Context: an optimization exercise on an open-source flow, tuned for small area, a short achievable clock period and few clock cycles. The choices shown serve that exercise and are no tape-out recipe.
Only simulation tests tie the RTL to the original design; equivalence was not proved.
Power figures rest on the tool's default switching activity, not on a simulated workload.

## flow/design.v (module list and top-level ports; edited modules follow where they fit)
// module mcl2_core: 356 lines
// module mcl2_benc: 17 lines
// module mcl2_umac: 246 lines
// module mcl2_qmul: 246 lines
module mcl2_core (
    input  wire        clk,
    input  wire        rst,
    input  wire        cmd_valid,
    input  wire [7:0]  cmd,
    output wire        cmd_ready,
    output reg         done,
    input  wire [1:0]  ev,
    output wire [1:0]  ind,
    output wire        test_out,
    output wire        in_rd,
    output wire [4:0]  in_addr,
    input  wire [15:0] in_rdata,
    output reg         out_we,
    output reg  [4:0]  out_addr,
    output reg  [15:0] out_wdata
);
  // ...
==> flow/run.sh <==
#!/bin/bash
# synth_recipe.tcl (not shown) runs the flow's synth.tcl, then flattens the netlist and writes it again
# the make line also repeats each setting of config.mk as NAME=value (left out here)
make -C /OpenROAD-flow-scripts/flow DESIGN_CONFIG=/design/flow/config.mk WORK_HOME=/design/flow/orfs CLKGATE_MAP_FILE= SYNTH_SCRIPT=/design/flow/synth_recipe.tcl finish
==> flow/config.mk <==
export PLATFORM = sky130hd
export DESIGN_NAME = mcl2_core
export DESIGN_NICKNAME = mcl2_core
export VERILOG_FILES = /design/flow/design.v
export SDC_FILE = /design/flow/constraint.sdc
export NUM_CORES = 4
export LEC_CHECK = 0
export ABC_AREA = 1
export CAP_MARGIN = 20
export CORE_MARGIN = 2
export CORE_UTILIZATION = 60
export PLACE_DENSITY = 0.75
export SLEW_MARGIN = 20
==> flow/constraint.sdc <==
create_clock -name core_clock -period 18.0 [get_ports {clk}]
set_input_delay 3.6000 -clock core_clock [delete_from_list [all_inputs] [get_ports {clk}]]
set_output_delay 3.6000 -clock core_clock [all_outputs]
set_load 0.01 [all_outputs]
==> summary.txt, run 1 <==
- Peak VDD IR: 0.08706 mV
- Critical Path End: qb_r[17]
- Outcome: finished clean
- Mux cell area share after synthesis: 0.02369%
- Clock share of power: 43.7%
- Sw frac: 24.06%
- Largest net degree at the start of global routing: 74
- Fill cells: 5596
- Vias: 31100
- Worst flop-to-flop path startpoint: cnt[3]
- Commonest non-fill, non-tap cell in the layout: dfxtp_1
- Layout area overhead: 10.45%
- Gp weighted congestion: 0.9608
- Pint: 3.411 mW
- Relative slew slack: 26.42%
- Critical Path AT: 6.16 ns
- CP Launch Type: flip-flop
- Fin util: 66.76%
- Clock transition at path regs: 0.07 ns
- # nets final: 4966
- Minimum clock period: 5.636 ns
- Main flop type after synthesis: dfxtp_1
- Final Non-Filler Cells: 5552
- # IOs: 62
- Final instance area: 46670 µm²
- CP Depth: 15
- Met2 usage: 49.32%
- Met2 wire length: 50980 µm
- # Taps: 940
- Vias per cell: 5.601
- DR WL/cell: 20.51 µm
- Post-DRT Antenna Nets: 0
- Synth top cells by count: 885 x dfxtp_1, 652 x inv_1, 652 x nand2_1, 295 x xor2_1, 257 x a21oi_1
- Crit Path Max Fanout: 26
- Period utilization: 31.31%
- YS warnings: 1
Testbench counts, summed over its fixed seeds: cycles 82,000.
==> module mcl2_core, before the edit <==
module mcl2_core (
    input  wire        clk,
    input  wire        rst,
    input  wire        cmd_valid,
    input  wire [7:0]  cmd,
    output wire        cmd_ready,
    output reg         done,
    input  wire [1:0]  ev,
    output wire [1:0]  ind,
    output wire        test_out,
    output wire        in_rd,
    output wire [4:0]  in_addr,
    input  wire [15:0] in_rdata,
    output reg         out_we,
    output reg  [4:0]  out_addr,
    output reg  [15:0] out_wdata
);
    localparam [15:0] PHASE_INC = 16'd1365;
    localparam [7:0]  BITS      = 8'h59;      
    localparam [7:0]  CMD_INIT = 8'h01, CMD_PROCESS = 8'h02, CMD_TICK = 8'h03;
    localparam [16*64-1:0] SINE_TAB = {
        16'hF374, 16'hE707, 16'hDAD8, 16'hCF05, 16'hC3AA, 16'hB8E4, 16'hAECD, 16'hA57E,
        16'h9D0F, 16'h9593, 16'h8F1E, 16'h89BF, 16'h8584, 16'h8277, 16'h809F, 16'h8001,
        16'h809F, 16'h8277, 16'h8584, 16'h89BF, 16'h8F1E, 16'h9593, 16'h9D0F, 16'hA57E,
        16'hAECD, 16'hB8E4, 16'hC3AA, 16'hCF05, 16'hDAD8, 16'hE707, 16'hF374, 16'h0000,
        16'h0C8C, 16'h18F9, 16'h2528, 16'h30FB, 16'h3C56, 16'h471C, 16'h5133, 16'h5A82,
        16'h62F1, 16'h6A6D, 16'h70E2, 16'h7641, 16'h7A7C, 16'h7D89, 16'h7F61, 16'h7FFF,
        16'h7F61, 16'h7D89, 16'h7A7C, 16'h7641, 16'h70E2, 16'h6A6D, 16'h62F1, 16'h5A82,
        16'h5133, 16'h471C, 16'h3C56, 16'h30FB, 16'h2528, 16'h18F9, 16'h0C8C, 16'h0000
    };
    localparam [16*16-1:0] SHAPE_A_TAB = {
        16'h8001, 16'h8277, 16'h89BF, 16'h9593, 16'hA57E, 16'hB8E4, 16'hCF05, 16'hE707,
        16'h0000, 16'h18F9, 16'h30FB, 16'h471C, 16'h5A82, 16'h6A6D, 16'h7641, 16'h7D89
    };
    localparam [16*16-1:0] SHAPE_B_TAB = {
        16'h7FFF, 16'h7D89, 16'h7641, 16'h6A6D, 16'h5A82, 16'h471C, 16'h30FB, 16'h18F9,
        16'h0000, 16'hE707, 16'hCF05, 16'hB8E4, 16'hA57E, 16'h9593, 16'h89BF, 16'h8277
    };
    localparam [1:0] S_IDLE = 2'd0, S_SAMPLE = 2'd1, S_CLEAR = 2'd3;
    reg [1:0]  mode;
    reg [1:0]  ind_r;
    reg        inc_pend, dec_pend;
    reg        sign, test_out_r;
    reg        ineg;                 
    reg [2:0]  bitcur;
    reg [15:0] phase;
    reg [16*18-1:0] hq;              
    reg [16*20-1:0] dq;              
    reg [15:0] dh;                   
    reg [16:0] ua_r, ub_r;           
    reg        uc_r;
    reg [15:0] hl_r;                 
    reg        rdy;                  
    reg        proc_r;               
    reg        pv;                   
    reg [1:0]  pm;                   
    reg        prun;                 
    reg        m3r;                  
    reg [5:0]  cnt;
    reg        v1;                   
    reg [4:0]  a1;
    reg        tr, sel;
    reg        blk;                  
    reg [3:0]  ti;                   
    reg [4:0]  rel;                  
    reg [1:0]  stype;
    reg        clr_req, clr_all;
    reg [6:0]  m_one, m_two, m_neg;  
    reg [15:0] xb_r;                 
    reg [32:0] qa_r, qb_r;           
    reg [31:0] acc;
    reg        p1_act, p2_act;
    reg        p1_first, p2_first;
    reg        p1_last, p2_last;
    reg        rdv, tail_go, tail_2;
    reg [15:0] dreg;                 
    reg [16:0] dreg4;                
    reg        tick_r;               
    reg        init_r, oth_r;        
    reg [1:0]  pend_r, ev_r;         
    reg        rd_r;
    reg [4:0]  ra_r;
    assign cmd_ready = rdy;
    assign ind       = ind_r;
    assign test_out  = test_out_r;
    assign in_rd     = rd_r;
    assign in_addr   = ra_r;
    wire accept = cmd_valid & rdy;
    wire [15:0] h_head = hq[15:0];
    wire [15:0] x_head = dq[15:0];
    wire [16:0] ua_n, ub_n;
    wire        uc_n;
    mcl2_umac u_upd (.one(m_one), .two(m_two), .neg(m_neg), .x(x_head), .h(h_head),
                     .sa(ua_n), .sb(ub_n), .c15(uc_n));
    wire [16:0] u_v   = ua_r + ub_r + {16'd0, uc_r};
    wire [15:0] h_upd = (u_v[16] != u_v[15]) ? (u_v[16] ? 16'h8000 : 16'h7FFF) : u_v[15:0];
    wire [32:0] qa_n, qb_n;
    wire [15:0] mul_a  = m3r ? coef_n : h_upd;
    mcl2_qmul u_mul (.a(mul_a), .b(xb_r), .qa(qa_n), .qb(qb_n));
    wire [31:0] acc_in = m3r ? 32'h00008000 : p2_first ? 32'd0 : acc;
    wire [32:0] acc_x  = {acc_in[31], acc_in};
    wire [32:0] acc_3s = acc_x ^ qa_r ^ qb_r;
    wire [32:0] acc_3c = (acc_x & qa_r) | (acc_x & qb_r) | (qa_r & qb_r);
    wire [32:0] acc_s  = acc_3s + {acc_3c[31:0], 1'b0};
    wire [31:0] acc_n  = (acc_s[32] != acc_s[31]) ? (acc_s[32] ? 32'h80000000 : 32'h7FFFFFFF) : acc_s[31:0];
    wire        nsp   = (acc[31:15] == 17'h0FFFF);
    wire        cin   = ~acc[15] | nsp;
    wire [16:0] ny    = {~acc[31], ~acc[31:16]};
    wire [16:0] e_d   = {dreg[15], dreg} + ny + {16'd0, cin};
    wire [17:0] e_d4  = {dreg4[16], dreg4} + {ny[16], ny} + {17'd0, cin};
    wire        e_sat = (e_d[16] != e_d[15]);
    wire [15:0] e_s   = e_sat ? (e_d[16] ? 16'h8000 : 16'h7FFF) : e_d[15:0];
    wire [15:0] emu_n = e_sat ? (e_d[16] ? 16'hF000 : 16'h1000) : {e_d4[17], e_d4[17:3]};
    wire [7:0]  mo_n, mt_n, mn_n;
    mcl2_benc u_enc (.v(emu_n), .one(mo_n), .two(mt_n), .neg(mn_n));
    wire [15:0] phase_n = phase + PHASE_INC;
    wire [5:0]  sidx    = phase_n[15:10] + ((pm == 2'd3) ? 6'd16 : 6'd0);
    wire [15:0] rom     = SINE_TAB[16*sidx +: 16];
    wire [3:0]  n3      = cnt[4:1];
    wire [15:0] coef_n  = tr ? (sel ? SHAPE_B_TAB[16*n3 +: 16] : SHAPE_A_TAB[16*n3 +: 16])
                             : (ineg ? 16'h8001 : 16'h7FFF);
    wire upd_now  = (stype == S_SAMPLE) && (rel <= 5'd15);
    wire push     = (stype == S_SAMPLE) && (rel == 5'd15);
    wire [4:0] rel_n = push ? 5'd17 : (rel == 5'd19) ? 5'd0 : rel + 5'd1;
    wire rd_now = (stype == S_SAMPLE) ? (rel == 5'd15) : (rel == 5'd16);    
    wire eng_idle = (stype != S_SAMPLE);    
    wire [15:0] h_in  = (stype == S_CLEAR) ? 16'd0 : (stype == S_SAMPLE) ? h_upd : hl_r;
    wire [15:0] dl_in = ((stype == S_CLEAR) && (clr_all || (rel <= 5'd15))) ? 16'd0 :
                        push ? dh : x_head;
    wire [1:0] mode_inc  = pend_r[0] ? mode + 2'd1 : mode;
    wire [1:0] mode_tick = pend_r[1] ? mode_inc - 2'd1 : mode_inc;
    always @(posedge clk) begin
        hq   <= {h_in, hq[16*18-1:16]};
        ua_r <= ua_n;
        ub_r <= ub_n;
        uc_r <= uc_n;
        hl_r <= h_upd;
        dq   <= {dl_in, dq[16*20-1:16]};
        if ((stype == S_CLEAR) && clr_all) dh <= 16'd0;
        else if (push)                     dh <= dreg;
        xb_r <= m3r ? rom : dq[16*19 +: 16];
        qa_r <= qa_n;
        qb_r <= qb_n;
        dreg  <= in_rdata;
        dreg4 <= {dreg[15], dreg} + 17'd4;
        pend_r <= {dec_pend, inc_pend};
        ev_r   <= ev;
    end
    always @(posedge clk) begin
        if (rst) begin
            done       <= 1'b0;
            out_we     <= 1'b0;
            mode       <= 2'd0;
            ind_r      <= 2'd0;
            inc_pend   <= 1'b0;
            dec_pend   <= 1'b0;
            sign       <= 1'b0;
            test_out_r <= 1'b0;
            ineg       <= 1'b0;
            bitcur     <= 3'd0;
            phase      <= 16'd0;
            rdy        <= 1'b1;
            proc_r     <= 1'b0;
            tick_r     <= 1'b0;
            init_r     <= 1'b0;
            oth_r      <= 1'b0;
            pv         <= 1'b0;
            pm         <= 2'd0;
            prun       <= 1'b0;
            m3r        <= 1'b0;
            cnt        <= 6'd0;
            v1         <= 1'b0;
            tr         <= 1'b0;
            sel        <= 1'b0;
            blk        <= 1'b0;
            ti         <= 4'd0;
            rel        <= 5'd0;
            stype      <= S_IDLE;       
            clr_req    <= 1'b1;         
            clr_all    <= 1'b1;
            m_one      <= 7'd0;
            m_two      <= 7'd0;
            m_neg      <= 7'd0;
            p1_act     <= 1'b0;
            p2_act     <= 1'b0;
            p1_first   <= 1'b0;
            p2_first   <= 1'b0;
            p1_last    <= 1'b0;
            p2_last    <= 1'b0;
            rdv        <= 1'b0;
            tail_go    <= 1'b0;
            tail_2     <= 1'b0;
            rd_r       <= 1'b0;
            ra_r       <= 5'd0;
        end else begin
            done   <= 1'b0;
            out_we <= 1'b0;
            proc_r <= 1'b0;
            tick_r <= 1'b0;
            init_r <= 1'b0;
            oth_r  <= 1'b0;
            if (ev[0]) inc_pend <= 1'b1;
            if (ev[1]) dec_pend <= 1'b1;
            if (accept) begin
                rdy    <= 1'b0;
                init_r <= (cmd == CMD_INIT);
                tick_r <= (cmd == CMD_TICK);
                proc_r <= (cmd == CMD_PROCESS);
                oth_r  <= (cmd != CMD_INIT) && (cmd != CMD_TICK) && (cmd != CMD_PROCESS);
            end
            if (init_r) begin
                clr_req <= 1'b1;
                done    <= 1'b1;
                rdy     <= 1'b1;
            end
            if (oth_r) begin              
                done    <= 1'b1;
                rdy     <= 1'b1;
            end
            if (tick_r) begin
                inc_pend <= ev_r[0] | ev[0];
                dec_pend <= ev_r[1] | ev[1];
                mode     <= mode_tick;
                if (pend_r[0] || pend_r[1])
                    ind_r <= mode_tick;
                done     <= 1'b1;
                rdy      <= 1'b1;
            end
            if (proc_r) begin
                if (mode == 2'd1) begin
                    blk <= 1'b1;
                    ti  <= 4'd0;
                end else begin
                    pv   <= 1'b1;
                    pm   <= mode;
                    prun <= (mode == 2'd2) || eng_idle;
                    m3r  <= (mode == 2'd3) && eng_idle;
                    cnt  <= 6'd0;
                end
                if (mode == 2'd3) begin
                    test_out_r <= BITS[bitcur];
                    bitcur     <= bitcur + 3'd1;
                    tr         <= ~BITS[bitcur];
                    sel        <= sign;
                    if (!BITS[bitcur])
                        sign <= ~sign;
                end
            end
            v1 <= rd_r && pv && (pm == 2'd0);
            a1 <= ra_r;
            if (pv && !prun) begin
                if (pm == 2'd2 || eng_idle) begin
                    prun <= 1'b1;
                    if (pm == 2'd3) m3r <= 1'b1;
                end
            end
            if (pv && prun) begin
                case (pm)
                2'd0: begin
                    if (!cnt[5]) cnt <= cnt + 6'd1;
                    if (v1) begin
                        out_we    <= 1'b1;
                        out_addr  <= a1;
                        out_wdata <= in_rdata;
                        if (a1 == 5'd31) begin
                            done <= 1'b1;
                            rdy  <= 1'b1;
                            pv   <= 1'b0;
                        end
                    end
                end
                2'd2: begin
                    cnt      <= cnt + 6'd1;
                    out_we   <= 1'b1;
                    out_addr <= cnt[4:0];
                    if (!cnt[0]) begin
                        phase     <= phase_n;
                        out_wdata <= rom;
                    end
                    if (cnt[4:0] == 5'd31) begin
                        done <= 1'b1;
                        rdy  <= 1'b1;
                        pv   <= 1'b0;
                    end
                end
                default: begin
                    cnt <= cnt + 6'd1;
                    if (!cnt[0] && !cnt[5])
                        phase <= phase_n;
                    if (cnt >= 6'd2) begin
                        out_we   <= 1'b1;
                        out_addr <= {cnt[4:1] - 4'd1, cnt[0]};
                        if (!cnt[0]) out_wdata <= acc_s[31:16];
                    end
                    if (cnt == 6'd33) begin
                        done <= 1'b1;
                        rdy  <= 1'b1;
                        pv   <= 1'b0;
                        m3r  <= 1'b0;
                        if (tr) ineg <= ~sel;
                    end
                end
                endcase
            end
            rd_r <= (pv && prun && (pm == 2'd0) && !cnt[5]) ||
                    (blk && ((stype == S_SAMPLE) ? (rel_n == 5'd15) : (rel_n == 5'd16)));
            ra_r <= blk ? {ti, 1'b0} : cnt[4:0];
            rel  <= rel_n;
            p1_act   <= upd_now;
            p1_first <= (stype == S_SAMPLE) && (rel == 5'd0);
            p1_last  <= push;
            p2_act   <= p1_act;
            p2_first <= p1_first;
            p2_last  <= p1_last;
            if (p2_act) acc <= acc_n;
            if (push) begin
                m_one <= 7'd0;
                m_two <= 7'd0;
                m_neg <= 7'd0;
            end
            if (rd_now) rdv <= rd_r && blk;
            if (rel == 5'd18) tail_go <= rdv && blk && !clr_req;
            tail_2 <= (rel == 5'd19) && tail_go;
            if (rel == 5'd19 && tail_go) begin
                out_wdata <= e_s;
                m_one     <= mo_n[6:0];
                m_two     <= mt_n[6:0];
                m_neg     <= mn_n[6:0];
                out_we    <= 1'b1;
                out_addr  <= {ti, 1'b0};
            end
            if (tail_2) begin
                out_we   <= 1'b1;
                out_addr <= {ti, 1'b1};
                ti       <= ti + 4'd1;
                if (ti == 4'd15) begin
                    done <= 1'b1;
                    rdy  <= 1'b1;
                    blk  <= 1'b0;
                end
            end
            if (rel == 5'd19) begin
                if (stype == S_CLEAR) clr_all <= 1'b0;
                if (tail_go) begin
                    stype <= S_SAMPLE;
                end else if (clr_req) begin
                    stype   <= S_CLEAR;
                    clr_req <= 1'b0;
                    acc     <= 32'd0;
                end else begin
                    stype <= S_IDLE;
                end
            end
        end
    end
endmodule
==> module mcl2_qmul, before the edit <==
module mcl2_qmul (
    input  wire [15:0] a,
    input  wire [15:0] b,
    output wire [32:0] qa,
    output wire [32:0] qb
);
    wire [7:0] one, two, neg;
    mcl2_benc u_enc (.v(b), .one(one), .two(two), .neg(neg));
    wire [16:0] as = {a[15], a};
    wire [16:0] a2 = {a, 1'b0};
    wire corr = (a == 16'h8000) && (b == 16'h8000);
    wire [16:0] rw0 = corr ? 17'h1FFFF : ((({17{one[0]}} & as) | ({17{two[0]}} & a2)) ^ {17{neg[0]}});
    wire [16:0] rw1 = ((({17{one[1]}} & as) | ({17{two[1]}} & a2)) ^ {17{neg[1]}});
    wire [16:0] rw2 = ((({17{one[2]}} & as) | ({17{two[2]}} & a2)) ^ {17{neg[2]}});
    wire [16:0] rw3 = ((({17{one[3]}} & as) | ({17{two[3]}} & a2)) ^ {17{neg[3]}});
    wire [16:0] rw4 = ((({17{one[4]}} & as) | ({17{two[4]}} & a2)) ^ {17{neg[4]}});
    wire [16:0] rw5 = ((({17{one[5]}} & as) | ({17{two[5]}} & a2)) ^ {17{neg[5]}});
    wire [16:0] rw6 = ((({17{one[6]}} & as) | ({17{two[6]}} & a2)) ^ {17{neg[6]}});
    wire [16:0] rw7 = ((({17{one[7]}} & as) | ({17{two[7]}} & a2)) ^ {17{neg[7]}});
    wire qt_s1 = rw0[10] ^ rw1[8];
    wire qt_c2 = rw0[10] & rw1[8];
    wire qt_s3 = rw0[11] ^ rw1[9];
    wire qt_c4 = rw0[11] & rw1[9];
    wire qt_s5 = rw0[12] ^ rw1[10] ^ rw2[8];
    wire qt_c6 = (rw0[12] & rw1[10]) | (rw0[12] & rw2[8]) | (rw1[10] & rw2[8]);
    wire qt_s7 = rw3[6] ^ rw4[4];
    wire qt_c8 = rw3[6] & rw4[4];
    wire qt_s9 = rw0[13] ^ rw1[11] ^ rw2[9];
    wire qt_c10 = (rw0[13] & rw1[11]) | (rw0[13] & rw2[9]) | (rw1[11] & rw2[9]);
    wire qt_s11 = rw3[7] ^ rw4[5];
    wire qt_c12 = rw3[7] & rw4[5];
    wire qt_s13 = rw0[14] ^ rw1[12] ^ rw2[10];
    wire qt_c14 = (rw0[14] & rw1[12]) | (rw0[14] & rw2[10]) | (rw1[12] & rw2[10]);
    wire qt_s15 = rw3[8] ^ rw4[6] ^ rw5[4];
    wire qt_c16 = (rw3[8] & rw4[6]) | (rw3[8] & rw5[4]) | (rw4[6] & rw5[4]);
    wire qt_s17 = rw6[2] ^ rw7[0];
    wire qt_c18 = rw6[2] & rw7[0];
    wire qt_s19 = rw0[15] ^ rw1[13] ^ rw2[11];
    wire qt_c20 = (rw0[15] & rw1[13]) | (rw0[15] & rw2[11]) | (rw1[13] & rw2[11]);
    wire qt_s21 = rw3[9] ^ rw4[7] ^ rw5[5];
    wire qt_c22 = (rw3[9] & rw4[7]) | (rw3[9] & rw5[5]) | (rw4[7] & rw5[5]);
    wire qt_s23 = rw6[3] ^ rw7[1];
    wire qt_c24 = rw6[3] & rw7[1];
    wire qt_s25 = ~rw0[16] ^ rw1[14] ^ rw2[12];
    wire qt_c26 = (~rw0[16] & rw1[14]) | (~rw0[16] & rw2[12]) | (rw1[14] & rw2[12]);
    wire qt_s27 = rw3[10] ^ rw4[8] ^ rw5[6];
    wire qt_c28 = (rw3[10] & rw4[8]) | (rw3[10] & rw5[6]) | (rw4[8] & rw5[6]);
    wire qt_s29 = rw6[4] ^ rw7[2] ^ 1'b1;
    wire qt_c30 = (rw6[4] & rw7[2]) | (rw6[4] & 1'b1) | (rw7[2] & 1'b1);
    wire qt_s31 = rw1[15] ^ rw2[13] ^ rw3[11];
    wire qt_c32 = (rw1[15] & rw2[13]) | (rw1[15] & rw3[11]) | (rw2[13] & rw3[11]);
    wire qt_s33 = rw4[9] ^ rw5[7] ^ rw6[5];
    wire qt_c34 = (rw4[9] & rw5[7]) | (rw4[9] & rw6[5]) | (rw5[7] & rw6[5]);
    wire qt_s35 = rw7[3] ^ 1'b1;
    wire qt_c36 = rw7[3] & 1'b1;
    wire qt_s37 = ~rw1[16] ^ rw2[14] ^ rw3[12];
    wire qt_c38 = (~rw1[16] & rw2[14]) | (~rw1[16] & rw3[12]) | (rw2[14] & rw3[12]);
    wire qt_s39 = rw4[10] ^ rw5[8] ^ rw6[6];
    wire qt_c40 = (rw4[10] & rw5[8]) | (rw4[10] & rw6[6]) | (rw5[8] & rw6[6]);
    wire qt_s41 = rw2[15] ^ rw3[13] ^ rw4[11];
    wire qt_c42 = (rw2[15] & rw3[13]) | (rw2[15] & rw4[11]) | (rw3[13] & rw4[11]);
    wire qt_s43 = rw5[9] ^ rw6[7];
    wire qt_c44 = rw5[9] & rw6[7];
    wire qt_s45 = ~rw2[16] ^ rw3[14] ^ rw4[12];
    wire qt_c46 = (~rw2[16] & rw3[14]) | (~rw2[16] & rw4[12]) | (rw3[14] & rw4[12]);
    wire qt_s47 = rw3[15] ^ rw4[13];
    wire qt_c48 = rw3[15] & rw4[13];
    wire qt_s49 = rw0[6] ^ rw1[4];
    wire qt_c50 = rw0[6] & rw1[4];
    wire qt_s51 = rw0[7] ^ rw1[5];
    wire qt_c52 = rw0[7] & rw1[5];
    wire qt_s53 = rw0[8] ^ rw1[6] ^ rw2[4];
    wire qt_c54 = (rw0[8] & rw1[6]) | (rw0[8] & rw2[4]) | (rw1[6] & rw2[4]);
    wire qt_s55 = rw3[2] ^ rw4[0];
    wire qt_c56 = rw3[2] & rw4[0];
    wire qt_s57 = rw0[9] ^ rw1[7] ^ rw2[5];
    wire qt_c58 = (rw0[9] & rw1[7]) | (rw0[9] & rw2[5]) | (rw1[7] & rw2[5]);
    wire qt_s59 = rw3[3] ^ rw4[1];
    wire qt_c60 = rw3[3] & rw4[1];
    wire qt_s61 = rw2[6] ^ rw3[4] ^ rw4[2];
    wire qt_c62 = (rw2[6] & rw3[4]) | (rw2[6] & rw4[2]) | (rw3[4] & rw4[2]);
    wire qt_s63 = rw5[0] ^ neg[5] ^ qt_s1;
    wire qt_c64 = (rw5[0] & neg[5]) | (rw5[0] & qt_s1) | (neg[5] & qt_s1);
    wire qt_s65 = rw2[7] ^ rw3[5] ^ rw4[3];
    wire qt_c66 = (rw2[7] & rw3[5]) | (rw2[7] & rw4[3]) | (rw3[5] & rw4[3]);
    wire qt_s67 = rw5[1] ^ qt_c2 ^ qt_s3;
    wire qt_c68 = (rw5[1] & qt_c2) | (rw5[1] & qt_s3) | (qt_c2 & qt_s3);
    wire qt_s69 = rw5[2] ^ rw6[0] ^ neg[6];
    wire qt_c70 = (rw5[2] & rw6[0]) | (rw5[2] & neg[6]) | (rw6[0] & neg[6]);
    wire qt_s71 = qt_c4 ^ qt_s5 ^ qt_s7;
    wire qt_c72 = (qt_c4 & qt_s5) | (qt_c4 & qt_s7) | (qt_s5 & qt_s7);
    wire qt_s73 = rw5[3] ^ rw6[1] ^ qt_c6;
    wire qt_c74 = (rw5[3] & rw6[1]) | (rw5[3] & qt_c6) | (rw6[1] & qt_c6);
    wire qt_s75 = qt_c8 ^ qt_s9 ^ qt_s11;
    wire qt_c76 = (qt_c8 & qt_s9) | (qt_c8 & qt_s11) | (qt_s9 & qt_s11);
    wire qt_s77 = neg[7] ^ qt_c10 ^ qt_c12;
    wire qt_c78 = (neg[7] & qt_c10) | (neg[7] & qt_c12) | (qt_c10 & qt_c12);
    wire qt_s79 = qt_s13 ^ qt_s15 ^ qt_s17;
    wire qt_c80 = (qt_s13 & qt_s15) | (qt_s13 & qt_s17) | (qt_s15 & qt_s17);
    wire qt_s81 = qt_c14 ^ qt_c16 ^ qt_c18;
    wire qt_c82 = (qt_c14 & qt_c16) | (qt_c14 & qt_c18) | (qt_c16 & qt_c18);
    wire qt_s83 = qt_s19 ^ qt_s21 ^ qt_s23;
    wire qt_c84 = (qt_s19 & qt_s21) | (qt_s19 & qt_s23) | (qt_s21 & qt_s23);
    wire qt_s85 = qt_c20 ^ qt_c22 ^ qt_c24;
    wire qt_c86 = (qt_c20 & qt_c22) | (qt_c20 & qt_c24) | (qt_c22 & qt_c24);
    wire qt_s87 = qt_s25 ^ qt_s27 ^ qt_s29;
    wire qt_c88 = (qt_s25 & qt_s27) | (qt_s25 & qt_s29) | (qt_s27 & qt_s29);
    wire qt_s89 = qt_c26 ^ qt_c28 ^ qt_c30;
    wire qt_c90 = (qt_c26 & qt_c28) | (qt_c26 & qt_c30) | (qt_c28 & qt_c30);
    wire qt_s91 = qt_s31 ^ qt_s33 ^ qt_s35;
    wire qt_c92 = (qt_s31 & qt_s33) | (qt_s31 & qt_s35) | (qt_s33 & qt_s35);
    wire qt_s93 = rw7[4] ^ qt_c32 ^ qt_c34;
    wire qt_c94 = (rw7[4] & qt_c32) | (rw7[4] & qt_c34) | (qt_c32 & qt_c34);
    wire qt_s95 = qt_c36 ^ qt_s37 ^ qt_s39;
    wire qt_c96 = (qt_c36 & qt_s37) | (qt_c36 & qt_s39) | (qt_s37 & qt_s39);
    wire qt_s97 = rw7[5] ^ 1'b1 ^ qt_c38;
    wire qt_c98 = (rw7[5] & 1'b1) | (rw7[5] & qt_c38) | (1'b1 & qt_c38);
    wire qt_s99 = qt_c40 ^ qt_s41 ^ qt_s43;
    wire qt_c100 = (qt_c40 & qt_s41) | (qt_c40 & qt_s43) | (qt_s41 & qt_s43);
    wire qt_s101 = rw5[10] ^ rw6[8] ^ rw7[6];
    wire qt_c102 = (rw5[10] & rw6[8]) | (rw5[10] & rw7[6]) | (rw6[8] & rw7[6]);
    wire qt_s103 = qt_c42 ^ qt_c44 ^ qt_s45;
    wire qt_c104 = (qt_c42 & qt_c44) | (qt_c42 & qt_s45) | (qt_c44 & qt_s45);
    wire qt_s105 = rw5[11] ^ rw6[9] ^ rw7[7];
    wire qt_c106 = (rw5[11] & rw6[9]) | (rw5[11] & rw7[7]) | (rw6[9] & rw7[7]);
    wire qt_s107 = 1'b1 ^ qt_c46 ^ qt_s47;
    wire qt_c108 = (1'b1 & qt_c46) | (1'b1 & qt_s47) | (qt_c46 & qt_s47);
    wire qt_s109 = ~rw3[16] ^ rw4[14] ^ rw5[12];
    wire qt_c110 = (~rw3[16] & rw4[14]) | (~rw3[16] & rw5[12]) | (rw4[14] & rw5[12]);
    wire qt_s111 = rw6[10] ^ rw7[8] ^ qt_c48;
    wire qt_c112 = (rw6[10] & rw7[8]) | (rw6[10] & qt_c48) | (rw7[8] & qt_c48);
    wire qt_s113 = rw4[15] ^ rw5[13] ^ rw6[11];
    wire qt_c114 = (rw4[15] & rw5[13]) | (rw4[15] & rw6[11]) | (rw5[13] & rw6[11]);
    wire qt_s115 = rw7[9] ^ 1'b1;
    wire qt_c116 = rw7[9] & 1'b1;
    wire qt_s117 = ~rw4[16] ^ rw5[14] ^ rw6[12];
    wire qt_c118 = (~rw4[16] & rw5[14]) | (~rw4[16] & rw6[12]) | (rw5[14] & rw6[12]);
    wire qt_s119 = rw5[15] ^ rw6[13];
    wire qt_c120 = rw5[15] & rw6[13];
    wire qt_s121 = rw0[4] ^ rw1[2];
    wire qt_c122 = rw0[4] & rw1[2];
    wire qt_s123 = rw0[5] ^ rw1[3];
    wire qt_c124 = rw0[5] & rw1[3];
    wire qt_s125 = rw2[2] ^ rw3[0] ^ neg[3];
    wire qt_c126 = (rw2[2] & rw3[0]) | (rw2[2] & neg[3]) | (rw3[0] & neg[3]);
    wire qt_s127 = rw2[3] ^ rw3[1] ^ qt_c50;
    wire qt_c128 = (rw2[3] & rw3[1]) | (rw2[3] & qt_c50) | (rw3[1] & qt_c50);
    wire qt_s129 = neg[4] ^ qt_c52 ^ qt_s53;
    wire qt_c130 = (neg[4] & qt_c52) | (neg[4] & qt_s53) | (qt_c52 & qt_s53);
    wire qt_s131 = qt_c54 ^ qt_c56 ^ qt_s57;
    wire qt_c132 = (qt_c54 & qt_c56) | (qt_c54 & qt_s57) | (qt_c56 & qt_s57);
    wire qt_s133 = qt_c58 ^ qt_c60 ^ qt_s61;
    wire qt_c134 = (qt_c58 & qt_c60) | (qt_c58 & qt_s61) | (qt_c60 & qt_s61);
    wire qt_s135 = qt_c62 ^ qt_c64 ^ qt_s65;
    wire qt_c136 = (qt_c62 & qt_c64) | (qt_c62 & qt_s65) | (qt_c64 & qt_s65);
    wire qt_s137 = qt_c66 ^ qt_c68 ^ qt_s69;
    wire qt_c138 = (qt_c66 & qt_c68) | (qt_c66 & qt_s69) | (qt_c68 & qt_s69);
    wire qt_s139 = qt_c70 ^ qt_c72 ^ qt_s73;
    wire qt_c140 = (qt_c70 & qt_c72) | (qt_c70 & qt_s73) | (qt_c72 & qt_s73);
    wire qt_s141 = qt_c74 ^ qt_c76 ^ qt_s77;
    wire qt_c142 = (qt_c74 & qt_c76) | (qt_c74 & qt_s77) | (qt_c76 & qt_s77);
    wire qt_s143 = qt_c78 ^ qt_c80 ^ qt_s81;
    wire qt_c144 = (qt_c78 & qt_c80) | (qt_c78 & qt_s81) | (qt_c80 & qt_s81);
    wire qt_s145 = qt_c82 ^ qt_c84 ^ qt_s85;
    wire qt_c146 = (qt_c82 & qt_c84) | (qt_c82 & qt_s85) | (qt_c84 & qt_s85);
    wire qt_s147 = qt_c86 ^ qt_c88 ^ qt_s89;
    wire qt_c148 = (qt_c86 & qt_c88) | (qt_c86 & qt_s89) | (qt_c88 & qt_s89);
    wire qt_s149 = qt_c90 ^ qt_c92 ^ qt_s93;
    wire qt_c150 = (qt_c90 & qt_c92) | (qt_c90 & qt_s93) | (qt_c92 & qt_s93);
    wire qt_s151 = qt_c94 ^ qt_c96 ^ qt_s97;
    wire qt_c152 = (qt_c94 & qt_c96) | (qt_c94 & qt_s97) | (qt_c96 & qt_s97);
    wire qt_s153 = qt_c98 ^ qt_c100 ^ qt_s101;
    wire qt_c154 = (qt_c98 & qt_c100) | (qt_c98 & qt_s101) | (qt_c100 & qt_s101);
    wire qt_s155 = qt_c102 ^ qt_c104 ^ qt_s105;
    wire qt_c156 = (qt_c102 & qt_c104) | (qt_c102 & qt_s105) | (qt_c104 & qt_s105);
    wire qt_s157 = qt_c106 ^ qt_c108 ^ qt_s109;
    wire qt_c158 = (qt_c106 & qt_c108) | (qt_c106 & qt_s109) | (qt_c108 & qt_s109);
    wire qt_s159 = qt_c110 ^ qt_c112 ^ qt_s113;
    wire qt_c160 = (qt_c110 & qt_c112) | (qt_c110 & qt_s113) | (qt_c112 & qt_s113);
    wire qt_s161 = rw7[10] ^ qt_c114 ^ qt_c116;
    wire qt_c162 = (rw7[10] & qt_c114) | (rw7[10] & qt_c116) | (qt_c114 & qt_c116);
    wire qt_s163 = rw7[11] ^ 1'b1 ^ qt_c118;
    wire qt_c164 = (rw7[11] & 1'b1) | (rw7[11] & qt_c118) | (1'b1 & qt_c118);
    wire qt_s165 = ~rw5[16] ^ rw6[14] ^ rw7[12];
    wire qt_c166 = (~rw5[16] & rw6[14]) | (~rw5[16] & rw7[12]) | (rw6[14] & rw7[12]);
    wire qt_s167 = rw6[15] ^ rw7[13];
    wire qt_c168 = rw6[15] & rw7[13];
    wire qt_s169 = rw0[2] ^ rw1[0];
    wire qt_c170 = rw0[2] & rw1[0];
    wire qt_s171 = rw0[3] ^ rw1[1];
    wire qt_c172 = rw0[3] & rw1[1];
    wire qt_s173 = rw2[0] ^ neg[2] ^ qt_s121;
    wire qt_c174 = (rw2[0] & neg[2]) | (rw2[0] & qt_s121) | (neg[2] & qt_s121);
    wire qt_s175 = rw2[1] ^ qt_c122 ^ qt_s123;
    wire qt_c176 = (rw2[1] & qt_c122) | (rw2[1] & qt_s123) | (qt_c122 & qt_s123);
    wire qt_s177 = qt_s49 ^ qt_c124 ^ qt_s125;
    wire qt_c178 = (qt_s49 & qt_c124) | (qt_s49 & qt_s125) | (qt_c124 & qt_s125);
    wire qt_s179 = qt_s51 ^ qt_c126 ^ qt_s127;
    wire qt_c180 = (qt_s51 & qt_c126) | (qt_s51 & qt_s127) | (qt_c126 & qt_s127);
    wire qt_s181 = qt_s55 ^ qt_c128 ^ qt_s129;
    wire qt_c182 = (qt_s55 & qt_c128) | (qt_s55 & qt_s129) | (qt_c128 & qt_s129);
    wire qt_s183 = qt_s59 ^ qt_c130 ^ qt_s131;
    wire qt_c184 = (qt_s59 & qt_c130) | (qt_s59 & qt_s131) | (qt_c130 & qt_s131);
    wire qt_s185 = qt_s63 ^ qt_c132 ^ qt_s133;
    wire qt_c186 = (qt_s63 & qt_c132) | (qt_s63 & qt_s133) | (qt_c132 & qt_s133);
    wire qt_s187 = qt_s67 ^ qt_c134 ^ qt_s135;
    wire qt_c188 = (qt_s67 & qt_c134) | (qt_s67 & qt_s135) | (qt_c134 & qt_s135);
    wire qt_s189 = qt_s71 ^ qt_c136 ^ qt_s137;
    wire qt_c190 = (qt_s71 & qt_c136) | (qt_s71 & qt_s137) | (qt_c136 & qt_s137);
    wire qt_s191 = qt_s75 ^ qt_c138 ^ qt_s139;
    wire qt_c192 = (qt_s75 & qt_c138) | (qt_s75 & qt_s139) | (qt_c138 & qt_s139);
    wire qt_s193 = qt_s79 ^ qt_c140 ^ qt_s141;
    wire qt_c194 = (qt_s79 & qt_c140) | (qt_s79 & qt_s141) | (qt_c140 & qt_s141);
    wire qt_s195 = qt_s83 ^ qt_c142 ^ qt_s143;
    wire qt_c196 = (qt_s83 & qt_c142) | (qt_s83 & qt_s143) | (qt_c142 & qt_s143);
    wire qt_s197 = qt_s87 ^ qt_c144 ^ qt_s145;
    wire qt_c198 = (qt_s87 & qt_c144) | (qt_s87 & qt_s145) | (qt_c144 & qt_s145);
    wire qt_s199 = qt_s91 ^ qt_c146 ^ qt_s147;
    wire qt_c200 = (qt_s91 & qt_c146) | (qt_s91 & qt_s147) | (qt_c146 & qt_s147);
    wire qt_s201 = qt_s95 ^ qt_c148 ^ qt_s149;
    wire qt_c202 = (qt_s95 & qt_c148) | (qt_s95 & qt_s149) | (qt_c148 & qt_s149);
    wire qt_s203 = qt_s99 ^ qt_c150 ^ qt_s151;
    wire qt_c204 = (qt_s99 & qt_c150) | (qt_s99 & qt_s151) | (qt_c150 & qt_s151);
    wire qt_s205 = qt_s103 ^ qt_c152 ^ qt_s153;
    wire qt_c206 = (qt_s103 & qt_c152) | (qt_s103 & qt_s153) | (qt_c152 & qt_s153);
    wire qt_s207 = qt_s107 ^ qt_c154 ^ qt_s155;
    wire qt_c208 = (qt_s107 & qt_c154) | (qt_s107 & qt_s155) | (qt_c154 & qt_s155);
    wire qt_s209 = qt_s111 ^ qt_c156 ^ qt_s157;
    wire qt_c210 = (qt_s111 & qt_c156) | (qt_s111 & qt_s157) | (qt_c156 & qt_s157);
    wire qt_s211 = qt_s115 ^ qt_c158 ^ qt_s159;
    wire qt_c212 = (qt_s115 & qt_c158) | (qt_s115 & qt_s159) | (qt_c158 & qt_s159);
    wire qt_s213 = qt_s117 ^ qt_c160 ^ qt_s161;
    wire qt_c214 = (qt_s117 & qt_c160) | (qt_s117 & qt_s161) | (qt_c160 & qt_s161);
    wire qt_s215 = qt_s119 ^ qt_c162 ^ qt_s163;
    wire qt_c216 = (qt_s119 & qt_c162) | (qt_s119 & qt_s163) | (qt_c162 & qt_s163);
    wire qt_s217 = qt_c120 ^ qt_c164 ^ qt_s165;
    wire qt_c218 = (qt_c120 & qt_c164) | (qt_c120 & qt_s165) | (qt_c164 & qt_s165);
    wire qt_s219 = 1'b1 ^ qt_c166 ^ qt_s167;
    wire qt_c220 = (1'b1 & qt_c166) | (1'b1 & qt_s167) | (qt_c166 & qt_s167);
    wire qt_s221 = ~rw6[16] ^ rw7[14] ^ qt_c168;
    wire qt_c222 = (~rw6[16] & rw7[14]) | (~rw6[16] & qt_c168) | (rw7[14] & qt_c168);
    wire qt_s223 = rw7[15] ^ 1'b1;
    wire qt_c224 = rw7[15] & 1'b1;
    assign qa = {1'b1, ~rw7[16], qt_c222, qt_c220, qt_c218, qt_c216, qt_c214, qt_c212, qt_c210, qt_c208, qt_c206, qt_c204, qt_c202, qt_c200, qt_c198, qt_c196, qt_c194, qt_c192, qt_c190, qt_c188, qt_c186, qt_c184, qt_c182, qt_c180, qt_c178, qt_c176, qt_c174, qt_c172, qt_c170, neg[1], rw0[1], rw0[0], corr};
    assign qb = {1'b0, qt_c224, qt_s223, qt_s221, qt_s219, qt_s217, qt_s215, qt_s213, qt_s211, qt_s209, qt_s207, qt_s205, qt_s203, qt_s201, qt_s199, qt_s197, qt_s195, qt_s193, qt_s191, qt_s189, qt_s187, qt_s185, qt_s183, qt_s181, qt_s179, qt_s177, qt_s175, qt_s173, qt_s171, qt_s169, 1'b0, neg[0], 1'b0};
endmodule
==> inputs of run 2 (changes only) <==
--- a/flow/design.v
+++ b/flow/design.v
@@ -37,6 +37,7 @@
         16'h0000, 16'hE707, 16'hCF05, 16'hB8E4, 16'hA57E, 16'h9593, 16'h89BF, 16'h8277
     };
     localparam [1:0] S_IDLE = 2'd0, S_SAMPLE = 2'd1, S_CLEAR = 2'd3;
+    localparam [31:0] SMAX = 32'h7FFFFFFF, SMIN = 32'h80000000;
     reg [1:0]  mode;
     reg [1:0]  ind_r;
     reg        inc_pend, dec_pend;
@@ -44,14 +45,14 @@
     reg        ineg;                 
     reg [2:0]  bitcur;
     reg [15:0] phase;
-    reg [16*18-1:0] hq;              
-    reg [16*20-1:0] dq;              
-    reg [15:0] dh;                   
-    reg [16:0] ua_r, ub_r;           
-    reg        uc_r;
-    reg [15:0] hl_r;                 
+    reg [16*14-1:0] hq;              
+    reg [16*25-1:0] dq;              
+    reg [16:0] ua0_r, ub0_r, ua1_r, ub1_r;   
+    reg        uc0_r, uc1_r;
     reg        rdy;                  
     reg        proc_r;               
+    reg        tick_r;               
+    reg [1:0]  pend_r, ev_r;         
     reg        pv;                   
     reg [1:0]  pm;                   
     reg        prun;                 
@@ -62,22 +63,20 @@
     reg        tr, sel;
     reg        blk;                  
     reg [3:0]  ti;                   
-    reg [4:0]  rel;                  
+    reg [4:0]  ph;                   
     reg [1:0]  stype;
+    reg        hrot;                 
     reg        clr_req, clr_all;
     reg [6:0]  m_one, m_two, m_neg;  
-    reg [15:0] xb_r;                 
-    reg [32:0] qa_r, qb_r;           
+    reg [15:0] hn0_r, hn1_r;         
+    reg [15:0] xb0_r, xb1_r;         
+    reg [33:0] qa0_r, qb0_r, qa1_r, qb1_r;   
     reg [31:0] acc;
-    reg        p1_act, p2_act;
-    reg        p1_first, p2_first;
-    reg        p1_last, p2_last;
+    reg        p1_act, p2_act, p3_act;
+    reg        p1_first, p2_first, p3_first;
     reg        rdv, tail_go, tail_2;
     reg [15:0] dreg;                 
     reg [16:0] dreg4;                
-    reg        tick_r;               
-    reg        init_r, oth_r;        
-    reg [1:0]  pend_r, ev_r;         
     reg        rd_r;
     reg [4:0]  ra_r;
     assign cmd_ready = rdy;
@@ -86,23 +85,47 @@
     assign in_rd     = rd_r;
     assign in_addr   = ra_r;
     wire accept = cmd_valid & rdy;
-    wire [15:0] h_head = hq[15:0];
-    wire [15:0] x_head = dq[15:0];
-    wire [16:0] ua_n, ub_n;
-    wire        uc_n;
-    mcl2_umac u_upd (.one(m_one), .two(m_two), .neg(m_neg), .x(x_head), .h(h_head),
-                     .sa(ua_n), .sb(ub_n), .c15(uc_n));
-    wire [16:0] u_v   = ua_r + ub_r + {16'd0, uc_r};
-    wire [15:0] h_upd = (u_v[16] != u_v[15]) ? (u_v[16] ? 16'h8000 : 16'h7FFF) : u_v[15:0];
-    wire [32:0] qa_n, qb_n;
-    wire [15:0] mul_a  = m3r ? coef_n : h_upd;
-    mcl2_qmul u_mul (.a(mul_a), .b(xb_r), .qa(qa_n), .qb(qb_n));
-    wire [31:0] acc_in = m3r ? 32'h00008000 : p2_first ? 32'd0 : acc;
-    wire [32:0] acc_x  = {acc_in[31], acc_in};
-    wire [32:0] acc_3s = acc_x ^ qa_r ^ qb_r;
-    wire [32:0] acc_3c = (acc_x & qa_r) | (acc_x & qb_r) | (qa_r & qb_r);
-    wire [32:0] acc_s  = acc_3s + {acc_3c[31:0], 1'b0};
-    wire [31:0] acc_n  = (acc_s[32] != acc_s[31]) ? (acc_s[32] ? 32'h80000000 : 32'h7FFFFFFF) : acc_s[31:0];
+    wire [15:0] h_0 = hq[15:0];
+    wire [15:0] h_1 = hq[31:16];
+    wire [15:0] x_0 = dq[15:0];
+    wire [15:0] x_1 = dq[31:16];
+    wire [16:0] ua0_n, ub0_n, ua1_n, ub1_n;
+    wire        uc0_n, uc1_n;
+    mcl2_umac u_upd0 (.one(m_one), .two(m_two), .neg(m_neg), .x(x_0), .h(h_0),
+                      .sa(ua0_n), .sb(ub0_n), .c15(uc0_n));
+    mcl2_umac u_upd1 (.one(m_one), .two(m_two), .neg(m_neg), .x(x_1), .h(h_1),
+                      .sa(ua1_n), .sb(ub1_n), .c15(uc1_n));
+    wire [16:0] u_v0   = ua0_r + ub0_r + {16'd0, uc0_r};
+    wire [16:0] u_v1   = ua1_r + ub1_r + {16'd0, uc1_r};
+    wire [15:0] h_upd0 = (u_v0[16] != u_v0[15]) ? (u_v0[16] ? 16'h8000 : 16'h7FFF) : u_v0[15:0];
+    wire [15:0] h_upd1 = (u_v1[16] != u_v1[15]) ? (u_v1[16] ? 16'h8000 : 16'h7FFF) : u_v1[15:0];
+    wire [33:0] qa0_n, qb0_n, qa1_n, qb1_n;
+    mcl2_qmul u_mul0 (.a(hn0_r), .b(xb0_r), .qa(qa0_n), .qb(qb0_n));
+    mcl2_qmul u_mul1 (.a(hn1_r), .b(xb1_r), .qa(qa1_n), .qb(qb1_n));
+    wire [31:0] acc_in = m3r ? 32'h00008000 : p3_first ? 32'd0 : acc;
+    wire [33:0] ax     = {{2{acc_in[31]}}, acc_in};
+    wire [33:0] t1s    = ax ^ qa0_r ^ qb0_r;
+    wire [33:0] t1c    = {((ax & qa0_r) | (ax & qb0_r) | (qa0_r & qb0_r)), 1'b0};
+    wire [33:0] s0     = t1s + t1c;
+    wire [33:0] t2s    = qa1_r ^ qb1_r ^ t1s;
+    wire [33:0] t2c    = {((qa1_r & qb1_r) | (qa1_r & t1s) | (qb1_r & t1s)), 1'b0};
+    wire [33:0] t3s    = t1c ^ t2s ^ t2c;
+    wire [33:0] t3c    = {((t1c & t2s) | (t1c & t2c) | (t2s & t2c)), 1'b0};
+    wire [33:0] s01    = t3s + t3c;
+    wire [33:0] mx     = {2'b00, SMAX};
+    wire [33:0] mn     = {2'b11, SMIN};
+    wire [33:0] t4s    = mx ^ qa1_r ^ qb1_r;
+    wire [33:0] t4c    = {((mx & qa1_r) | (mx & qb1_r) | (qa1_r & qb1_r)), 1'b0};
+    wire [33:0] smx    = t4s + t4c;
+    wire [33:0] t5s    = mn ^ qa1_r ^ qb1_r;
+    wire [33:0] t5c    = {((mn & qa1_r) | (mn & qb1_r) | (qa1_r & qb1_r)), 1'b0};
+    wire [33:0] smn    = t5s + t5c;
+    wire        s0_hi  = ~s0[33] & (s0[32] | s0[31]);
+    wire        s0_lo  =  s0[33] & ~(s0[32] & s0[31]);
+    wire [33:0] sfin   = s0_hi ? smx : s0_lo ? smn : s01;
+    wire        f_hi   = ~sfin[33] & (sfin[32] | sfin[31]);
+    wire        f_lo   =  sfin[33] & ~(sfin[32] & sfin[31]);
+    wire [31:0] acc_n  = f_hi ? SMAX : f_lo ? SMIN : sfin[31:0];
     wire        nsp   = (acc[31:15] == 17'h0FFFF);
     wire        cin   = ~acc[15] | nsp;
     wire [16:0] ny    = {~acc[31], ~acc[31:16]};
@@ -119,28 +142,48 @@
     wire [3:0]  n3      = cnt[4:1];
     wire [15:0] coef_n  = tr ? (sel ? SHAPE_B_TAB[16*n3 +: 16] : SHAPE_A_TAB[16*n3 +: 16])
                              : (ineg ? 16'h8001 : 16'h7FFF);
-    wire upd_now  = (stype == S_SAMPLE) && (rel <= 5'd15);
-    wire push     = (stype == S_SAMPLE) && (rel == 5'd15);
-    wire [4:0] rel_n = push ? 5'd17 : (rel == 5'd19) ? 5'd0 : rel + 5'd1;
-    wire rd_now = (stype == S_SAMPLE) ? (rel == 5'd15) : (rel == 5'd16);    
-    wire eng_idle = (stype != S_SAMPLE);    
-    wire [15:0] h_in  = (stype == S_CLEAR) ? 16'd0 : (stype == S_SAMPLE) ? h_upd : hl_r;
-    wire [15:0] dl_in = ((stype == S_CLEAR) && (clr_all || (rel <= 5'd15))) ? 16'd0 :
-                        push ? dh : x_head;
+    wire samp     = (stype == S_SAMPLE);
+    wire upd_now  = samp && (ph <= 5'd14);
+    wire upd_last = samp && (ph == 5'd14);
+    wire push     = samp && (ph == 5'd18);    
+    wire slot_end = samp ? (ph == 5'd22) : (ph == 5'd23);
+    wire [4:0] ph_n = (samp && ph == 5'd22) ? 5'd0 : (ph >= 5'd23) ? ph - 5'd23 : ph + 5'd2;
+    wire eng_idle = (stype == S_IDLE) && !clr_req;
+    wire [4:0] r1   = (ph == 5'd24) ? 5'd0 : ph + 5'd1;
+    wire clr0 = (stype == S_CLEAR) && (clr_all || (ph <= 5'd15));
+    wire clr1 = (stype == S_CLEAR) && (clr_all || (r1 <= 5'd15));
+    wire [15:0] dl_in0 = clr0 ? 16'd0 : x_0;
+    wire [15:0] dl_in1 = clr1 ? 16'd0 : push ? dreg : x_1;
+    wire [15:0] h_in0  = (stype == S_CLEAR) ? 16'd0 : h_upd0;
+    wire [15:0] h_in1  = (stype == S_CLEAR) ? 16'd0 : h_upd1;
     wire [1:0] mode_inc  = pend_r[0] ? mode + 2'd1 : mode;
     wire [1:0] mode_tick = pend_r[1] ? mode_inc - 2'd1 : mode_inc;
     always @(posedge clk) begin
-        hq   <= {h_in, hq[16*18-1:16]};
-        ua_r <= ua_n;
-        ub_r <= ub_n;
-        uc_r <= uc_n;
-        hl_r <= h_upd;
-        dq   <= {dl_in, dq[16*20-1:16]};
-        if ((stype == S_CLEAR) && clr_all) dh <= 16'd0;
-        else if (push)                     dh <= dreg;
-        xb_r <= m3r ? rom : dq[16*19 +: 16];
-        qa_r <= qa_n;
-        qb_r <= qb_n;
+        if (hrot) hq <= {h_in1, h_in0, hq[16*14-1:32]};
+        if (stype == S_CLEAR) begin
+            ua0_r <= 17'd0;
+            ub0_r <= 17'd0;
+            uc0_r <= 1'b0;
+            ua1_r <= 17'd0;
+            ub1_r <= 17'd0;
+            uc1_r <= 1'b0;
+        end else if (upd_now) begin
+            ua0_r <= ua0_n;
+            ub0_r <= ub0_n;
+            uc0_r <= uc0_n;
+            ua1_r <= ua1_n;
+            ub1_r <= ub1_n;
+            uc1_r <= uc1_n;
+        end
+        dq    <= {dl_in1, dl_in0, dq[16*25-1:32]};
+        hn0_r <= m3r ? coef_n : h_upd0;
+        hn1_r <= h_upd1;
+        xb0_r <= m3r ? rom : dq[16*22 +: 16];
+        xb1_r <= dq[16*23 +: 16];
+        qa0_r <= qa0_n;
+        qb0_r <= qb0_n;
+        qa1_r <= qa1_n;
+        qb1_r <= qb1_n;
         dreg  <= in_rdata;
         dreg4 <= {dreg[15], dreg} + 17'd4;
         pend_r <= {dec_pend, inc_pend};
@@ -150,6 +193,8 @@
         if (rst) begin
             done       <= 1'b0;
             out_we     <= 1'b0;
+            out_addr   <= 5'd0;
+            out_wdata  <= 16'd0;
             mode       <= 2'd0;
             ind_r      <= 2'd0;
             inc_pend   <= 1'b0;
@@ -162,31 +207,32 @@
             rdy        <= 1'b1;
             proc_r     <= 1'b0;
             tick_r     <= 1'b0;
-            init_r     <= 1'b0;
-            oth_r      <= 1'b0;
             pv         <= 1'b0;
             pm         <= 2'd0;
             prun       <= 1'b0;
             m3r        <= 1'b0;
             cnt        <= 6'd0;
             v1         <= 1'b0;
+            a1         <= 5'd0;
             tr         <= 1'b0;
             sel        <= 1'b0;
             blk        <= 1'b0;
             ti         <= 4'd0;
-            rel        <= 5'd0;
-            stype      <= S_IDLE;       
-            clr_req    <= 1'b1;         
+            ph         <= 5'd0;
+            stype      <= S_CLEAR;
+            hrot       <= 1'b1;
+            clr_req    <= 1'b0;
             clr_all    <= 1'b1;
             m_one      <= 7'd0;
             m_two      <= 7'd0;
             m_neg      <= 7'd0;
+            acc        <= 32'd0;
             p1_act     <= 1'b0;
             p2_act     <= 1'b0;
+            p3_act     <= 1'b0;
             p1_first   <= 1'b0;
             p2_first   <= 1'b0;
-            p1_last    <= 1'b0;
-            p2_last    <= 1'b0;
+            p3_first   <= 1'b0;
             rdv        <= 1'b0;
             tail_go    <= 1'b0;
             tail_2     <= 1'b0;
@@ -197,25 +243,24 @@
             out_we <= 1'b0;
             proc_r <= 1'b0;
             tick_r <= 1'b0;
-            init_r <= 1'b0;
-            oth_r  <= 1'b0;
             if (ev[0]) inc_pend <= 1'b1;
             if (ev[1]) dec_pend <= 1'b1;
             if (accept) begin
-                rdy    <= 1'b0;
-                init_r <= (cmd == CMD_INIT);
-                tick_r <= (cmd == CMD_TICK);
-                proc_r <= (cmd == CMD_PROCESS);
-                oth_r  <= (cmd != CMD_INIT) && (cmd != CMD_TICK) && (cmd != CMD_PROCESS);
-            end
-            if (init_r) begin
-                clr_req <= 1'b1;
-                done    <= 1'b1;
-                rdy     <= 1'b1;
-            end
-            if (oth_r) begin              
-                done    <= 1'b1;
-                rdy     <= 1'b1;
+                case (cmd)
+                CMD_INIT: begin
+                    clr_req <= 1'b1;
+                    done    <= 1'b1;
+                end
+                CMD_TICK: begin
+                    rdy    <= 1'b0;
+                    tick_r <= 1'b1;
+                end
+                CMD_PROCESS: begin
+                    rdy    <= 1'b0;
+                    proc_r <= 1'b1;
+                end
+                default: done <= 1'b1;    
+                endcase
             end
             if (tick_r) begin
                 inc_pend <= ev_r[0] | ev[0];
@@ -233,8 +278,7 @@
                 end else begin
                     pv   <= 1'b1;
                     pm   <= mode;
-                    prun <= (mode == 2'd2) || eng_idle;
-                    m3r  <= (mode == 2'd3) && eng_idle;
+                    prun <= 1'b0;
                     cnt  <= 6'd0;
                 end
                 if (mode == 2'd3) begin
@@ -290,7 +334,7 @@
                     if (cnt >= 6'd2) begin
                         out_we   <= 1'b1;
                         out_addr <= {cnt[4:1] - 4'd1, cnt[0]};
-                        if (!cnt[0]) out_wdata <= acc_s[31:16];
+                        if (!cnt[0]) out_wdata <= s0[31:16];
                     end
                     if (cnt == 6'd33) begin
                         done <= 1'b1;
@@ -303,25 +347,26 @@
                 endcase
             end
             rd_r <= (pv && prun && (pm == 2'd0) && !cnt[5]) ||
-                    (blk && ((stype == S_SAMPLE) ? (rel_n == 5'd15) : (rel_n == 5'd16)));
+                    (blk && (samp ? (ph_n == 5'd16) : (ph_n == 5'd17)));
             ra_r <= blk ? {ti, 1'b0} : cnt[4:0];
-            rel  <= rel_n;
+            ph   <= ph_n;
+            hrot <= (slot_end ? (tail_go || clr_req) : (stype != S_IDLE)) && !ph_n[0] && (ph_n <= 5'd14);
             p1_act   <= upd_now;
-            p1_first <= (stype == S_SAMPLE) && (rel == 5'd0);
-            p1_last  <= push;
+            p1_first <= samp && (ph == 5'd0);
             p2_act   <= p1_act;
             p2_first <= p1_first;
-            p2_last  <= p1_last;
-            if (p2_act) acc <= acc_n;
-            if (push) begin
+            p3_act   <= p2_act;
+            p3_first <= p2_first;
+            if (p3_act) acc <= acc_n;
+            if (upd_last) begin
                 m_one <= 7'd0;
                 m_two <= 7'd0;
                 m_neg <= 7'd0;
             end
-            if (rd_now) rdv <= rd_r && blk;
-            if (rel == 5'd18) tail_go <= rdv && blk && !clr_req;
-            tail_2 <= (rel == 5'd19) && tail_go;
-            if (rel == 5'd19 && tail_go) begin
+            if (samp ? (ph == 5'd16) : (ph == 5'd17)) rdv <= rd_r && blk;
+            if (samp ? (ph == 5'd20) : (ph == 5'd21)) tail_go <= rdv && blk && !clr_req;
+            tail_2 <= slot_end && tail_go;
+            if (slot_end && tail_go) begin
                 out_wdata <= e_s;
                 m_one     <= mo_n[6:0];
                 m_two     <= mt_n[6:0];
@@ -339,7 +384,7 @@
                     blk  <= 1'b0;
                 end
             end
-            if (rel == 5'd19) begin
+            if (slot_end) begin
                 if (stype == S_CLEAR) clr_all <= 1'b0;
                 if (tail_go) begin
                     stype <= S_SAMPLE;
@@ -620,8 +665,8 @@
 module mcl2_qmul (
     input  wire [15:0] a,
     input  wire [15:0] b,
-    output wire [32:0] qa,
-    output wire [32:0] qb
+    output wire [33:0] qa,
+    output wire [33:0] qb
 );
     wire [7:0] one, two, neg;
     mcl2_benc u_enc (.v(b), .one(one), .two(two), .neg(neg));
@@ -860,6 +905,6 @@
     wire qt_c222 = (~rw6[16] & rw7[14]) | (~rw6[16] & qt_c168) | (rw7[14] & qt_c168);
     wire qt_s223 = rw7[15] ^ 1'b1;
     wire qt_c224 = rw7[15] & 1'b1;
-    assign qa = {1'b1, ~rw7[16], qt_c222, qt_c220, qt_c218, qt_c216, qt_c214, qt_c212, qt_c210, qt_c208, qt_c206, qt_c204, qt_c202, qt_c200, qt_c198, qt_c196, qt_c194, qt_c192, qt_c190, qt_c188, qt_c186, qt_c184, qt_c182, qt_c180, qt_c178, qt_c176, qt_c174, qt_c172, qt_c170, neg[1], rw0[1], rw0[0], corr};
-    assign qb = {1'b0, qt_c224, qt_s223, qt_s221, qt_s219, qt_s217, qt_s215, qt_s213, qt_s211, qt_s209, qt_s207, qt_s205, qt_s203, qt_s201, qt_s199, qt_s197, qt_s195, qt_s193, qt_s191, qt_s189, qt_s187, qt_s185, qt_s183, qt_s181, qt_s179, qt_s177, qt_s175, qt_s173, qt_s171, qt_s169, 1'b0, neg[0], 1'b0};
+    assign qa = {1'b1, 1'b1, ~rw7[16], qt_c222, qt_c220, qt_c218, qt_c216, qt_c214, qt_c212, qt_c210, qt_c208, qt_c206, qt_c204, qt_c202, qt_c200, qt_c198, qt_c196, qt_c194, qt_c192, qt_c190, qt_c188, qt_c186, qt_c184, qt_c182, qt_c180, qt_c178, qt_c176, qt_c174, qt_c172, qt_c170, neg[1], rw0[1], rw0[0], corr};
+    assign qb = {1'b0, 1'b0, qt_c224, qt_s223, qt_s221, qt_s219, qt_s217, qt_s215, qt_s213, qt_s211, qt_s209, qt_s207, qt_s205, qt_s203, qt_s201, qt_s199, qt_s197, qt_s195, qt_s193, qt_s191, qt_s189, qt_s187, qt_s185, qt_s183, qt_s181, qt_s179, qt_s177, qt_s175, qt_s173, qt_s171, qt_s169, 1'b0, neg[0], 1'b0};
 endmodule
--- a/flow/config.mk
+++ b/flow/config.mk
@@ -8,6 +8,6 @@
 export ABC_AREA = 1
 export CAP_MARGIN = 20
 export CORE_MARGIN = 2
-export CORE_UTILIZATION = 60
-export PLACE_DENSITY = 0.75
+export CORE_UTILIZATION = 40
+export PLACE_DENSITY = 0.6
 export SLEW_MARGIN = 20
==> run 2 against run 1 <==
Compared with the run above:
- area after synthesis increased by 54%
- cell count increased by 74%
- utilization decreased by 22 points
- cell area increased by 54%
- register-to-register slack got worse by 1.3 ns
- flip-flop and latch count increased by 112
- maximum frequency decreased by 19%
- critical path depth increased by 10
- combinational power decreased by 57%
- sequential share of layout area decreased by 9.3 points
- first-iteration DRC count increased by 53%
==> summary.txt, run 2 <==
- CTS Buffer Depth: 3
- Crit path capture type: flip-flop
- # nets final: 8265 (+66%)
- Cell leakage power: 32.90 nW
- Total track usage: 23.77%
- Synth top cells by count: 1192 x inv_1, 945 x nand2_1, 831 x dfxtp_1, 579 x xor2_1, 475 x a21oi_1
- DP Cell Count: 9428
- Synth Instances: 7417
- Yosys top cell area share: 25.51%
- Minimum clock period: 6.927 ns (+1.290 ns)
- Largest net degree at the start of global routing: 147 (+99%)
- Main flop type after synthesis: dfxtp_1
- #FFs+latches synth: 1055
- Final setup skew: 0.1330 ns
- Hpwl dp: 153800 µm
- Initial antenna violation count: 16
- Final instance area: 72070 µm² (+54%)
- Power density cells: 70.08 nW/µm²
- Asr flop ratio synth: 0%
- Clk latency of the worst-skew pair: 0.79 ns
- Outcome: finished clean
- # IOs: 62 (unchanged)
- Cell Area, Synth: 65230 µm²
- Detailed Routing Iterations Pass 1: 8
- Worst Hold Class: flip-flop to flip-flop
- Area contributors post-synth: dfxtp_1 26%, fa_1 13%, edfxtp_1 10%
- First-pass GRT wire length: 306000 µm
- Core Rows: 148
- Vias: 51080 (+64%)
- YS warnings: 1 (unchanged)
- Peak VDD IR: 0.09892 mV (+14%)
- Sum of negative setup slack: 0 ns
- Root Buffer: clkbuf_16
- Sequential element share of the synthesized area: 35.82%
- CORE AREA: 162400 µm²
- Total CTS buffers: 112
- CP Launch Type: flip-flop
- Yosys cell types: 66
- Commonest cells after routing, fill and taps aside: 1192 x inv_1, 943 x nand2_1, 830 x dfxtp_1
- RSZ-0062 raised after global routing: false
- Vias in the first global route: 50210
- H-tree depth reported by CTS: 3
- Syn Nets: 8315
- CTS tree: done
- Layout area overhead: 10.49% (about the same)
- Fmax: 144.4 MHz
- Post-CTS Setup Inserts: 0
- Total power: 5.051 mW
- Starting Density: 40.16%
- Most flop-heavy register: dq
- Relative slew slack: 19.81% (-6.6 points)
- Port Buffers: 61
- Syn_area_per_cell: 8.794 µm²
- Cells resized by post-CTS repair: 0
- Dpl cell area: 67950 µm²
- Iter 0 DRT Violations: 4487
- Multi-input logic area: 36140 µm²
- Final Non-Filler Cells: 9646 (+74%)
- # hold bufs at CTS: 0
- Top cell type by total area after synthesis: dfxtp_1
- Commonest non-fill, non-tap cell in the layout: inv_1
- Max Cap Violations: 0
- Setup CP Type: flip-flop to flip-flop
- Critical Path RT: 18.52 ns
- Clock net sink count: 1055
- Post-DRT Antenna Nets: 0 (unchanged)
- Share of cells above drive strength 1: 4.821%
- Total routed wirelength: 201100 µm
- Width of the die: 407.8 µm
- Clock transition at path regs: 0.06 ns (about the same)
- Hold Vio Cnt, Final: 0
- Largest regs: dq (384), hq (224)
- Endpoints failing setup: 0
- Remaining DRCs: 0
- Number of synthesized flops with an enable pin: 224
- FF/Latch Area: 23370 µm²
- Die extent in y: 407.8 µm
- Critical Path AT: 7.45 ns (+1.29 ns)
- Max reg flops: 384
- Least-Margin Pin Slew: 1.180 ns
- Fill cells: 15930 (+180%)
- Period utilization: 38.48% (+7.2 points)
- Die area: 166300 µm²
- Slew Limit Fails: 0
- Cell with the most instances after synthesis: inv_1
- Gp weighted congestion: 0.9532 (-0.79%)
- Crit Path Max Fanout: 31 (+19%)
- DR WL/cell: 20.85 µm (+1.6%)
- Vias per cell: 5.295 (-5.5%)
- Fin Hold WS: 0.2244 ns
- Overflow after GRT: 0
-- run 2: logic make-up (layout without fill, tap and decap cells) --
| kind of cell | Yosys count | count (layout) | share of synthesized area, % |
|---|---|---|---|
| xor gates and xnor gates | 644 | 644 | 8.671 |
| adders and majority gates | 869 | 869 | 21.56 |
| other | 0 | 4 | 0 |
| DFF | 1055 | 1055 | 35.82 |
| AOI/OAI and AO/OA | 1512 | 1512 | 13.36 |
| muxes | 17 | 17 | 0.2647 |
| and+or+nand+nor | 1800 | 1800 | 11.44 |
| buffers and inverters | 1520 | 1570 | 8.893 |
-- run 2: cell type report --
| cell class | instances | area share (%) |
|---|---|---|
| Multi-Input combinational cell | 4842 | 50.15 |
| Sequential cell | 1055 | 32.42 |
| Inverter | 1227 | 6.391 |
| Clock buffer | 149 | 4.493 |
| Tap cell | 2175 | 3.776 |
| Timing Repair Buffer | 129 | 1.566 |
| Clock inverter | 65 | 1.191 |
| Antenna cell | 4 | 0.01389 |
-- run 2: final timing paths --
kind	start	end	slack, ns	depth (start not counted)
max	m3r	acc[14]	11.07	25
min	dq[209]	dq[177]	0.22	0
max reg2reg	m3r	acc[14]	11.07	25
min reg2reg	dq[209]	dq[177]	0.22	0
-- run 2: power by group --
part / internal [mW] / switching, mW
Sequential: 2.43 / 0.0147
Combinational: 0.0406 / 0.0694
Clock: 1.45 / 1.05
Total: 3.92 / 1.13
-- run 2: through the flow --
step           utilization [%]  setup WS, ns
3_5_place_dp             41.84         11.17
6_report                 44.38         11.07
4_1_cts                  44.36         11.05
2_1_floorplan                -         12.21
3_3_place_gp             41.84         11.28
5_1_grt                  44.37         10.47
-- run 2: worst max-delay path: stages, from the launching register on --
cell and delay (ns):
dfxtp_1 0.30, buf_4 0.22, nor2_2 0.70, inv_1 0.54, nor2_1 0.24, fa_1 0.48, fa_1 0.41, fa_1 0.49
ha_1 0.24, fa_1 0.44, nand2_1 0.07, inv_1 0.05, o21ai_1 0.12, nand2_1 0.13, a21oi_1 0.33, o21ai_1 0.26
nand2_1 0.15, nand3_1 0.08, nand2_1 0.08, inv_1 0.04, nand2_1 0.06, nand3_1 0.09, nand2_1 0.14, nand2_1 0.11
a21oi_4 0.70, a21oi_1 0.16
-- run 2: metal layers --
metal	track usage (%)	up-vias	wire length [µm]
met5	0	-	7
met4	7.733	2	6659
met3	3.321	300	13380
met2	38.40	1849	92980
met1	32.77	24820	88090
li1	-	24110	-
Testbench counts of run 2, summed over its fixed seeds: cycles 54,064.

[static timing again, ports no longer ideal]
The results above use ideal ports. As a check the final layouts listed here were re-extracted and re-timed, cells and wires unchanged. Step 1 (the two cells are an assumption about what drives the block):
set clk [get_ports {clk}]
set_driving_cell -lib_cell sky130_fd_sc_hd__clkbuf_16 $clk
set_driving_cell -lib_cell sky130_fd_sc_hd__buf_2 [delete_from_list [all_inputs] $clk]
Step 2 moves the port delays by t, midway between the first and last clock arrival at a register: inputs arrive t later, outputs are due t later. That takes back most of the time a late clock gives input paths. Three values: no drivers, after step 1, after step 2; two values: the first two.
| run | shift t [ns] | setup slack, ns | worst setup path at the end | worst data-port slew with drivers (ns) |
|---|---|---|---|---|
| run 1 | 0.723 | 12.364 / 12.364 / 12.334 | input to register | 0.04 |
| run 2 | 0.802 | 11.073 / 11.073 / 11.073 | register to register | 0.11 |
After both steps every run listed still meets setup and hold. The setup slack of run 1, which loses most, moves by 0.000 ns with the drivers and by -0.030 ns with both steps.
